Background: an optimization exercise with open tools, aiming at small area. Do not read the settings as production practice. In this exercise RTL edits were held to simulation tests only and were not proved equivalent to the original.

job 101:
==> flow/design.v (excerpt) <==
module tgb_chan_trial (
    input  wire               clk,
    input  wire               rst,         
    input  wire               scheme,      
    input  wire [3:0]         sps,         
    input  wire [7:0]         phase_inc,   
    input  wire [7:0]         sigma,       
    input  wire               start,       
    input  wire               s_valid,
    input  wire [1:0]         sym_i,       
    input  wire [1:0]         sym_q,       
    input  wire signed [9:0]  noise,       
    output reg                r_valid,
    output wire signed [25:0] r_stat_i,
    output wire signed [25:0] r_stat_q,
    output wire               r_dec_i,     
    output wire               r_dec_q,
    output wire [15:0]        r_errs
);
Size: about 81 flip-flops, ~0.014 mm² of cells after synthesis.
export LEC_CHECK = 0
export CAP_MARGIN = 0
export CORE_MARGIN = 2
export CORE_UTILIZATION = 85
export GPL_TIMING_DRIVEN = 0
export SLEW_MARGIN = 0
export SYNTH_HIERARCHICAL = 1
export SYNTH_MINIMUM_KEEP_SIZE = 0
create_clock -name core_clock -period 30.0 [get_ports {clk}]
standard.sh (not shown) runs the stock make flow with config.mk's settings and CLKGATE_MAP_FILE= SYNTH_SCRIPT=/design/flow/synth_recipe.tcl, a recipe that flattens the netlist after the stock synthesis.
==> flow/flow/run.sh <==
#!/bin/bash
# The standard layout, with changes that only affect which buffers are used:
#  - the port buffers that placement inserts are the smallest buffer
#    (sky130_fd_sc_hd__buf_1); the resizer still upsizes any that need it;
#  - the buffers that synthesis (abc) inserted are removed at floorplan, and
#    repair_design adds back only those that slew and capacitance limits need;
#  - clock tree synthesis uses sky130_fd_sc_hd__clkbuf_8 and no dummy loads.
# Each step's full output stays in orfs/logs/; make's own output goes to make.log.
set -euo pipefail
bash standard.sh \
  'BUFFER_PORTS_ARGS=-buffer_cell sky130_fd_sc_hd__buf_1' \
  'REMOVE_ABC_BUFFERS=1' \
  'CTS_ARGS=-sink_clustering_enable -repair_clock_nets -buf_list sky130_fd_sc_hd__clkbuf_8 -dont_use_dummy_load' \
  finish > make.log 2>&1
Job 101: PASS, flow complete, no timing, DRC or antenna violations
Setup changes, job 101 to job 102
Settings: CORE_UTILIZATION: 85 -> 75.
==> flow/flow/run.sh <==
#!/bin/bash
# The standard layout, with changes that only affect which buffers are used:
#  - the port buffers that placement inserts are the smallest buffer
#    (sky130_fd_sc_hd__buf_1); the resizer still upsizes any that need it;
#  - the buffers that synthesis (abc) inserted are removed at floorplan, and
#    repair_design adds back only those that slew and capacitance limits need;
#  - clock tree synthesis uses sky130_fd_sc_hd__clkbuf_4 and _8 and no dummy loads.
# Each step's full output stays in orfs/logs/; make's own output goes to make.log.
set -euo pipefail
bash standard.sh \
  'BUFFER_PORTS_ARGS=-buffer_cell sky130_fd_sc_hd__buf_1' \
  'REMOVE_ABC_BUFFERS=1' \
  'CTS_ARGS=-sink_clustering_enable -repair_clock_nets -buf_list {sky130_fd_sc_hd__clkbuf_4 sky130_fd_sc_hd__clkbuf_8} -dont_use_dummy_load' \
  finish > make.log 2>&1
==> comparison <==
- Lower number of vias after detailed routing goes to job 102 over job 101.
- Job 102 and job 101 ended up with nearly the same sequential cell count.
- Comparing job 102 and job 101, area added between synthesis and finish is lower on job 101.
- The global-route usage reported for job 102 is smaller than that of job 101 by 8.8 points.
- [compare] base=job 101 new=job 102: final worst setup slack increased by 140 ps relative to the old numbers, setup skew after layout increased by 5.5 ps relative to the old numbers, global-route wire length before repair decreased by about 10% relative to the old numbers.
- Worst-case register-to-register setup slack: job 102 better than job 101


## north
tgb_chan_trial again, from the RTL that the note above started with.
Settings: LEC_CHECK=0, CAP_MARGIN=20, CORE_MARGIN=2, CORE_UTILIZATION=75, SLEW_MARGIN=20, SYNTH_HIERARCHICAL=1, SYNTH_MINIMUM_KEEP_SIZE=0; clock period 30.0 ns.
==> flow/flow/run.sh <==
#!/bin/bash
# The standard layout, with two changes that only affect how buffers are chosen:
#  - the port buffers that placement inserts are the smallest buffer
#    (sky130_fd_sc_hd__buf_1); the resizer still upsizes any that need it;
#  - clock tree synthesis clusters up to 41 sinks per clock buffer, uses
#    sky130_fd_sc_hd__clkbuf_16 and no dummy loads.
# Each step's full output stays in orfs/logs/; make's own output goes to make.log.
set -euo pipefail
bash standard.sh \
  'BUFFER_PORTS_ARGS=-buffer_cell sky130_fd_sc_hd__buf_1' \
  'CTS_ARGS=-sink_clustering_enable -sink_clustering_size 41 -sink_clustering_max_diameter 250 -repair_clock_nets -buf_list sky130_fd_sc_hd__clkbuf_16 -dont_use_dummy_load' \
  finish > make.log 2>&1
north completed every stage of the flow, and the final layout passed the timing, design-rule and antenna checks.
### north -> south
Settings: setting GPL_TIMING_DRIVEN to 0 for the first time; changing SLEW_MARGIN from 20 to 0; changing CAP_MARGIN from 20 to 0.
==> flow/flow/run.sh <==
#!/bin/bash
# The standard layout, with changes that only affect which buffers are used:
#  - the port buffers that placement inserts are the smallest buffer
#    (sky130_fd_sc_hd__buf_1); the resizer still upsizes any that need it;
#  - the buffers that synthesis (abc) inserted are removed at floorplan, and
#    repair_design adds back only those that slew and capacitance limits need;
#  - clock tree synthesis uses sky130_fd_sc_hd__clkbuf_4 and _8 and no dummy loads.
# Each step's full output stays in orfs/logs/; make's own output goes to make.log.
set -euo pipefail
bash standard.sh \
  'BUFFER_PORTS_ARGS=-buffer_cell sky130_fd_sc_hd__buf_1' \
  'REMOVE_ABC_BUFFERS=1' \
  'CTS_ARGS=-sink_clustering_enable -repair_clock_nets -buf_list "sky130_fd_sc_hd__clkbuf_4 sky130_fd_sc_hd__clkbuf_8" -dont_use_dummy_load' \
  finish > make.log 2>&1
[summary]
south did not run to completion, as it errored out during clock tree synthesis.
Post-placement setup slack on south is down relative to north.
As far as synthesized cell count goes, north and south are indistinguishable; the numbers are identical.
Reported for south and north, horizontal extent of the die turned out identical to the last digit.
Sort south and north by post-place instance area desc -> top: north
Between south and north, the difference in post-synthesis share of cell area spent on xor and xnor gates is negligible.
Comparing south against north, there is no change at all in number of port buffers.
Input changes introduced in east (baseline for comparison: south):
--- a/flow/flow/run.sh
+++ b/flow/flow/run.sh
@@ -6,3 +6,3 @@
 #    repair_design adds back only those that slew and capacitance limits need;
-#  - clock tree synthesis uses sky130_fd_sc_hd__clkbuf_4 and _8 and no dummy loads.
+#  - clock tree synthesis uses sky130_fd_sc_hd__clkbuf_8 and no dummy loads.
 # Each step's full output stays in orfs/logs/; make's own output goes to make.log.
@@ -12,3 +12,3 @@
   'REMOVE_ABC_BUFFERS=1' \
-  'CTS_ARGS=-sink_clustering_enable -repair_clock_nets -buf_list "sky130_fd_sc_hd__clkbuf_4 sky130_fd_sc_hd__clkbuf_8" -dont_use_dummy_load' \
+  'CTS_ARGS=-sink_clustering_enable -repair_clock_nets -buf_list sky130_fd_sc_hd__clkbuf_8 -dont_use_dummy_load' \
   finish > make.log 2>&1
==> run summary <==
east went all the way through the flow, and no timing, DRC or antenna check failed.
Taking south as the reference, in east complex-gate fraction of the synthesized area about even, total cell area at the placement stage about even, die extent in y about even, number of synthesized flops with an enable pin about even.
Between south and east, the difference in multiplexer fraction of the synthesized cell area is negligible.
east -> south: share of synthesized cell area in full adder, half adder and majority cells delta 0, exact match
Number of placed I/O pins came out exactly the same in south and east.
Reported for south and east, count of placed standard cells including taps turned out identical to the last digit.
The following lists how west was set up differently from east:
Settings: GPL_TIMING_DRIVEN no longer set, was 0; SLEW_MARGIN now 20, was 0; CAP_MARGIN now 20, was 0.
==> flow/flow/run.sh <==
#!/bin/bash
# The standard layout, with the port buffers that placement inserts taken as
# the smallest buffer (sky130_fd_sc_hd__buf_1); the resizer still upsizes any
# that timing or slew needs. Each step's full output stays in orfs/logs/;
# make's own output goes to make.log.
set -euo pipefail
bash standard.sh 'BUFFER_PORTS_ARGS=-buffer_cell sky130_fd_sc_hd__buf_1' finish > make.log 2>&1
==> run summary <==
- west did not stop at any stage, and its layout met the timing, design-rule and antenna checks.
- met2 wire length of west exceeds that of east by a little under 10%.
- Between west and east, it is west whose final period utilization is lower, by 3.6 points.
- Cell area in west vs east: up about 1.6%

## separate check: timing with driven ports
How much do the figures lean on ideal ports? The routed layouts below were timed once more, with nothing changed but the port constraints. Step 1 (the two cells are an assumption about what drives the block):
set clk [get_ports {clk}]
set_driving_cell -lib_cell sky130_fd_sc_hd__clkbuf_16 $clk
set_driving_cell -lib_cell sky130_fd_sc_hd__buf_2 [delete_from_list [all_inputs] $clk]
Step 2 moves the port delays by t, midway between the first and last clock arrival at a register: inputs arrive t later, outputs are due t later. That takes back most of the time a late clock gives input paths. Three values: ideal, step 1, step 2; two values: the first two.
run | t, ns | setup WS [ns] | hold WS [ns]
job 101 | 0.420 | 5.428 / 5.445 / 5.025 | 0.589 / 0.589 / 0.589
job 102 | 0.417 | 5.569 / 5.588 / 5.171 | 0.586 / 0.586 / 0.586
north | 0.391 | 6.634 / 6.646 / 6.255 | 0.582 / 0.582 / 0.582
east | 0.417 | 5.569 / 5.588 / 5.171 | 0.586 / 0.586 / 0.586
west | 0.395 | 6.648 / 6.659 / 6.264 | 0.585 / 0.585 / 0.585
After both steps setup and hold are still met in every run listed. For job 101, which loses most, drivers alone change the setup slack by +0.017 ns; drivers and shift together by -0.403 ns.
